Source: an optimization exercise on an open RTL-to-GDS flow (aim: small area, a short achievable clock period and few clock cycles). Production flows keep margins and buffers that such runs may drop.
Only simulation tests tie the RTL to the original design; equivalence was not proved.

==> inputs of delta <==
Design cellular_automaton_engine, start of the top module:
module cellular_automaton_engine (
    input  wire        clk,
    input  wire        rst,         
    input  wire        req_valid,
    output wire        req_ready,
    input  wire [63:0] req_data,
    output wire        rsp_valid,
    input  wire        rsp_ready,
    output wire [63:0] rsp_data
);
    localparam N = 9;
    localparam C = 261;
    localparam [7:0] OP_LOAD_STATE = 8'h01,
                     OP_READ_STATE = 8'h02,
                     OP_NEXT_U32   = 8'h03,
                     OP_NEXT_U64   = 8'h04,
                     OP_FILL_BYTES = 8'h05,
                     OP_SEED_U64   = 8'h06,
                     OP_SEED_BYTES = 8'h07,
                     OP_STEP       = 8'h08;
    localparam [7:0] ST_OK             = 8'h00,
                     ST_INVALID_LENGTH = 8'h01,
                     ST_ILLEGAL_CMD    = 8'h02,
                     ST_NOT_SEEDED     = 8'h03;
    localparam [3:0] S_IDLE  = 4'd0,
                     S_LOAD  = 4'd1,    
                     S_SBA   = 4'd2,    
                     S_SEEDU = 4'd4,    
                     S_GEN   = 4'd6,    
                     S_READ  = 4'd7,    
                     S_STEP  = 4'd8,    
                     S_LAST  = 4'd9,    
                     S_CATCH = 4'd10;   
    reg [31:0] s [0:N-1];
    reg        seeded;
    reg [3:0]  state;
    reg        req_ready_r;
    reg        rsp_valid_r;
    reg [63:0] rsp_r;
    reg [31:0] lo;              
    reg        have_lo;
    reg [31:0] rem;             
    reg        first;           
    reg [2:0]  nb3;             
    reg        ok9;             
    reg [2:0]  sbi;             
    reg        sh_lo;           
    reg        sh_two;          
  ...
==> flow/config.mk <==
export PLATFORM = sky130hd
export DESIGN_NAME = cellular_automaton_engine
export DESIGN_NICKNAME = cellular_automaton_engine
export VERILOG_FILES = /design/flow/design.v
export SDC_FILE = /design/flow/constraint.sdc
export NUM_CORES = 4
export LEC_CHECK = 0
export CAP_MARGIN = 20
export CORE_MARGIN = 2
export CORE_UTILIZATION = 50
export PLACE_DENSITY = 0.6
export SLEW_MARGIN = 20
export SYNTH_HIERARCHICAL = 1
export SYNTH_MINIMUM_KEEP_SIZE = 0
==> flow/constraint.sdc <==
create_clock -name core_clock -period 14.0 [get_ports {clk}]
set_input_delay 2.8000 -clock core_clock [delete_from_list [all_inputs] [get_ports {clk}]]
set_output_delay 2.8000 -clock core_clock [all_outputs]
set_load 0.01 [all_outputs]
standard.sh (not shown) runs the stock make flow with config.mk's settings and CLKGATE_MAP_FILE= SYNTH_SCRIPT=/design/flow/synth_recipe.tcl, a recipe that flattens the netlist after the stock synthesis.
==> flow/flow/run.sh <==
#!/bin/bash
# The standard ORFS layout (standard.sh: standard synthesis, floorplan,
# placement, CTS, routing, finish), with the setup repair asked to keep a
# larger margin under the design's clock period so that it works on the
# design's real critical paths. The SDC, clock period and I/O delays are
# the standard flow's, unchanged. make's full output goes to flow_make.log here; ORFS's
# per-step logs stay under orfs/logs/.
set -euo pipefail
cd "$(dirname "$0")/.."
bash standard.sh SETUP_SLACK_MARGIN=10 TNS_END_PERCENT=20 finish > flow_make.log 2>&1
==> onyx: changes against delta <==
--- a/flow/flow/run.sh
+++ b/flow/flow/run.sh
@@ -4,7 +4,7 @@
 # larger margin under the design's clock period so that it works on the
 # design's real critical paths. The SDC, clock period and I/O delays are
 # the standard flow's, unchanged. make's full output goes to flow_make.log here; ORFS's
 # per-step logs stay under orfs/logs/.
 set -euo pipefail
 cd "$(dirname "$0")/.."
-bash standard.sh SETUP_SLACK_MARGIN=10 TNS_END_PERCENT=20 finish > flow_make.log 2>&1
+bash standard.sh SETUP_SLACK_MARGIN=10 TNS_END_PERCENT=100 finish > flow_make.log 2>&1
CORE_UTILIZATION = 60   (was 50)
PLACE_DENSITY = 0.7   (was 0.6)
==> pepper: changes against delta <==
--- a/flow/design.v
+++ b/flow/design.v
@@ -3633,30 +3633,26 @@
         s_t1 = step1;
         s_sh = sh_lo | pcg_sh | st_read;
         s_en = (gen_one & rsp_free) | (gen_lo & (~g_l4 | rsp_free)) | (state == S_CATCH) |
                step4 | step1 | sh_lo | sh_two | pcg_sh | (st_read & rsp_free);
         s_in = sh_lo ? lo : pcg_sh ? pcg_out : s[0];
     end
-    wire [15:0] q1_hold, q2_hold, q3_hold;
-    holdmux #(.W(16)) u_q1 (.en(pcnt >= 4'd1), .d(q1_next), .q(q1), .y(q1_hold));
-    holdmux #(.W(16)) u_q2 (.en(pcnt >= 4'd2), .d(q2_next), .q(q2), .y(q2_hold));
-    holdmux #(.W(16)) u_q3 (.en(pcnt >= 4'd3), .d(q3_next), .q(q3), .y(q3_hold));
     always @(posedge clk) begin
         q1d1 <= q1[15:11];
         q1d2 <= q1d1;
         q2d  <= q2;
         if (state == S_SEEDU && req_valid) begin
             q0 <= req_data[15:0];
             q1 <= req_data[31:16];
             q2 <= req_data[47:32];
             q3 <= req_data[63:48];
         end else begin
             q0 <= q0_next;
-            q1 <= q1_hold;
-            q2 <= q2_hold;
-            q3 <= q3_hold;
+            if (pcnt >= 4'd1) q1 <= q1_next;
+            if (pcnt >= 4'd2) q2 <= q2_next;
+            if (pcnt >= 4'd3) q3 <= q3_next;
         end
     end
     integer i;
     always @(posedge clk) begin
         for (i = 0; i < N; i = i + 1) begin
             if (s_en)
--- a/flow/flow/run.sh
+++ b/flow/flow/run.sh
@@ -4,7 +4,7 @@
 # larger margin under the design's clock period so that it works on the
 # design's real critical paths. The SDC, clock period and I/O delays are
 # the standard flow's, unchanged. make's full output goes to flow_make.log here; ORFS's
 # per-step logs stay under orfs/logs/.
 set -euo pipefail
 cd "$(dirname "$0")/.."
-bash standard.sh SETUP_SLACK_MARGIN=10 TNS_END_PERCENT=20 finish > flow_make.log 2>&1
+bash standard.sh SETUP_SLACK_MARGIN=10 TNS_END_PERCENT=10 finish > flow_make.log 2>&1
==> flow_metrics.tcl <==
set metrics [dict create \
    status "no timing/DRC/antenna violations" \
    fin_crit_sh_pct 31.04 \
    reg2reg_setup_slack_ns 9.65 \
    critPathLaunch "q1[7]" \
    r2r-start "q1[7]" \
    r2r_end "q1[15]" \
    syn_avg_cell_area_um2 9.481 \
]
(the above is from delta)
==> flow_metrics.tcl <==
set metrics [dict create \
    status "no timing/DRC/antenna violations" \
    r2r_end "q1[14]" \
    critPathLaunch "q1[7]" \
    reg2reg_setup_slack_ns 9.59 \
]
(the above is from pepper)
==> flow_metrics.tcl <==
set metrics [dict create \
    fin_crit_sh_pct 31.07 \
    status "no timing/DRC/antenna violations" \
    r2r-start "q1[9]" \
    critPathLaunch "q1[9]" \
    hold_viol 0 \
    syn_avg_cell_area_um2 9.481 \
    r2r_end "q1[15]" \
]
(the above is from onyx)
Testbench counts of delta, summed over its fixed seeds: cycles 2,882.
Testbench counts of onyx, summed over its fixed seeds: cycles 2,882.
Testbench counts of pepper, summed over its fixed seeds: cycles 2,882.

* * *

==> run C: inputs <==
cellular_automaton_engine with an RTL version that a note above also has.
==> flow/config.mk <==
export PLATFORM = sky130hd
export DESIGN_NAME = cellular_automaton_engine
export DESIGN_NICKNAME = cellular_automaton_engine
export VERILOG_FILES = /design/flow/design.v
export SDC_FILE = /design/flow/constraint.sdc
export NUM_CORES = 4
export LEC_CHECK = 0
export CAP_MARGIN = 20
export CORE_MARGIN = 2
export CORE_UTILIZATION = 50
export PLACE_DENSITY = 0.6
export SLEW_MARGIN = 20
export SYNTH_HIERARCHICAL = 1
export SYNTH_MINIMUM_KEEP_SIZE = 0
==> flow/constraint.sdc <==
create_clock -name core_clock -period 14.0 [get_ports {clk}]
set_input_delay 2.8000 -clock core_clock [delete_from_list [all_inputs] [get_ports {clk}]]
set_output_delay 2.8000 -clock core_clock [all_outputs]
set_load 0.01 [all_outputs]
==> flow/flow/run.sh <==
#!/bin/bash
# The standard ORFS layout (standard.sh: standard synthesis, floorplan,
# placement, CTS, routing, finish), with the setup repair asked to keep a
# larger margin under the design's clock period so that it works on the
# design's real critical paths. The SDC, clock period and I/O delays are
# the standard flow's, unchanged. make's full output goes to flow_make.log here; ORFS's
# per-step logs stay under orfs/logs/.
set -euo pipefail
cd "$(dirname "$0")/.."
bash standard.sh SETUP_SLACK_MARGIN=10 TNS_END_PERCENT=5 finish > flow_make.log 2>&1
==> run Z (differences from run C) <==
--- a/flow/design.v
+++ b/flow/design.v
@@ -3633,37 +3633,51 @@
         s_t1 = step1;
         s_sh = sh_lo | pcg_sh | st_read;
         s_en = (gen_one & rsp_free) | (gen_lo & (~g_l4 | rsp_free)) | (state == S_CATCH) |
                step4 | step1 | sh_lo | sh_two | pcg_sh | (st_read & rsp_free);
         s_in = sh_lo ? lo : pcg_sh ? pcg_out : s[0];
     end
+    wire [15:0] q1_hold, q2_hold, q3_hold;
+    holdmux #(.W(16)) u_q1 (.en(pcnt >= 4'd1), .d(q1_next), .q(q1), .y(q1_hold));
+    holdmux #(.W(16)) u_q2 (.en(pcnt >= 4'd2), .d(q2_next), .q(q2), .y(q2_hold));
+    holdmux #(.W(16)) u_q3 (.en(pcnt >= 4'd3), .d(q3_next), .q(q3), .y(q3_hold));
     always @(posedge clk) begin
         q1d1 <= q1[15:11];
         q1d2 <= q1d1;
         q2d  <= q2;
         if (state == S_SEEDU && req_valid) begin
             q0 <= req_data[15:0];
             q1 <= req_data[31:16];
             q2 <= req_data[47:32];
             q3 <= req_data[63:48];
         end else begin
             q0 <= q0_next;
-            if (pcnt >= 4'd1) q1 <= q1_next;
-            if (pcnt >= 4'd2) q2 <= q2_next;
-            if (pcnt >= 4'd3) q3 <= q3_next;
+            q1 <= q1_hold;
+            q2 <= q2_hold;
+            q3 <= q3_hold;
         end
     end
-    integer i;
-    always @(posedge clk) begin
-        for (i = 0; i < N; i = i + 1) begin
-            if (s_en)
-                s[i] <= sh_two ? ((i == N - 1) ? rem : (i == N - 2) ? lo : s[(i + 2) % N]) :
-                        s_sh ? ((i == N - 1) ? s_in : s[(i + 1) % N]) :
-                        s_t1 ? pack(c1, i) : pack(c4, i);
-        end
+    reg [32*N-1:0] s_d;
+    wire [32*N-1:0] s_q, s_nx;
+    integer i, si;
+    always @* begin
+        for (si = 0; si < N; si = si + 1)
+            s_d[32*si +: 32] = sh_two ? ((si == N - 1) ? rem : (si == N - 2) ? lo : s[(si + 2) % N]) :
+                               s_sh ? ((si == N - 1) ? s_in : s[(si + 1) % N]) :
+                               s_t1 ? pack(c1, si) : pack(c4, si);
     end
+    genvar gq;
+    generate
+        for (gq = 0; gq < N; gq = gq + 1) begin : g_sq
+            assign s_q[32*gq +: 32] = s[gq];
+        end
+    endgenerate
+    holdmux #(.W(32*N)) u_s (.en(s_en), .d(s_d), .q(s_q), .y(s_nx));
+    always @(posedge clk)
+        for (i = 0; i < N; i = i + 1)
+            s[i] <= s_nx[32*i +: 32];
     function [63:0] hdr(input [7:0] status, input [7:0] opc, input [31:0] info);
         hdr = {info, 16'd0, opc, status};
     endfunction
     wire        h_ok_cmd = (h_opc == OP_READ_STATE) | (h_opc == OP_NEXT_U32) | (h_opc == OP_NEXT_U64) |
                            (h_opc == OP_FILL_BYTES) | (h_opc == OP_STEP);
     wire [7:0]  h_status = (h_opc == OP_LOAD_STATE) ? ST_INVALID_LENGTH :
--- a/flow/flow/run.sh
+++ b/flow/flow/run.sh
@@ -4,7 +4,7 @@
 # larger margin under the design's clock period so that it works on the
 # design's real critical paths. The SDC, clock period and I/O delays are
 # the standard flow's, unchanged. make's full output goes to flow_make.log here; ORFS's
 # per-step logs stay under orfs/logs/.
 set -euo pipefail
 cd "$(dirname "$0")/.."
-bash standard.sh SETUP_SLACK_MARGIN=10 TNS_END_PERCENT=5 finish > flow_make.log 2>&1
+bash standard.sh SETUP_SLACK_MARGIN=10 TNS_END_PERCENT=100 finish > flow_make.log 2>&1
==> results.txt <==
Run C completed without violations. Run Z completed with no timing, DRC or antenna violations.
Register-to-register slack: run Z is higher than run C (0.13 ns).
Utilization: run C is lower than run Z (0.68 points).
Cell count: run Z is larger than run C (7.0%).
Global-route usage: run Z is higher than run C (0.074 points).
==> figures <==
Result of the run: run C no timing/DRC/antenna violations; run Z no timing/DRC/antenna violations
Cells after DPL: run C 9270; run Z 9889
Transition time of the tightest slew-check pin: run C 1.25 ns; run Z 1.08 ns
Relative area of clock buffers and inverters in the final design: run C 0.0391; run Z 0.0387
First-pass iteration count of the detailed router: run C 12; run Z 6
Area post-placement: run C 74300 sq um; run Z 76800 sq um
CP peak stage delay: run C 0.62 ns; run Z 0.55 ns
Max frequency: run C 226 MHz; run Z 233 MHz
Number of buffers outside the clock class in the layout: run C 557; run Z 626
CTS Buf Count: run C 94; run Z 96
Clk pin slew, worst setup/hold paths: run C 0.06 ns; run Z 0.07 ns
Fraction of standard cell area in multi-input logic: run C 0.606; run Z 0.649
Testbench counts of run C, summed over its fixed seeds: cycles 2,882.
Testbench counts of run Z, summed over its fixed seeds: cycles 2,882.

## separate check: timing with driven ports
In the flow no input, the clock included, has a driving cell. The finished layouts below were timed again as built, in two steps. Step 1: set_driving_cell puts a clkbuf_16 on clk and a buf_2 on each other input, an assumption about the parent block. Step 2 moves the port delays by t, midway between the first and last clock arrival at a register: inputs arrive t later, outputs are due t later. That takes back most of the time a late clock gives input paths. a / b / c = ideal / step 1 / step 2; a / b = the first two.
run | t, ns | setup WS [ns] | worst hold slack (ns) | clock arrival spread, ns
delta | 0.799 | 9.655 / 9.655 / 8.984 | 0.330 / 0.330 / 0.330 | 0.032 / 0.032
onyx | 0.802 | 9.650 / 9.650 / 9.093 | 0.424 / 0.424 / 0.424 | 0.048 / 0.048
pepper | 0.793 | 9.585 / 9.585 / 9.007 | 0.326 / 0.326 / 0.326 | 0.034 / 0.034
run C | 0.794 | 9.576 / 9.576 / 9.008 | 0.326 / 0.326 / 0.326 | 0.041 / 0.041
run Z | 0.805 | 9.704 / 9.704 / 9.183 | 0.327 / 0.327 / 0.327 | 0.040 / 0.039
After both steps setup and hold are still met in every run listed. For delta, which loses most, drivers alone change the setup slack by 0.000 ns; drivers and shift together by -0.671 ns.
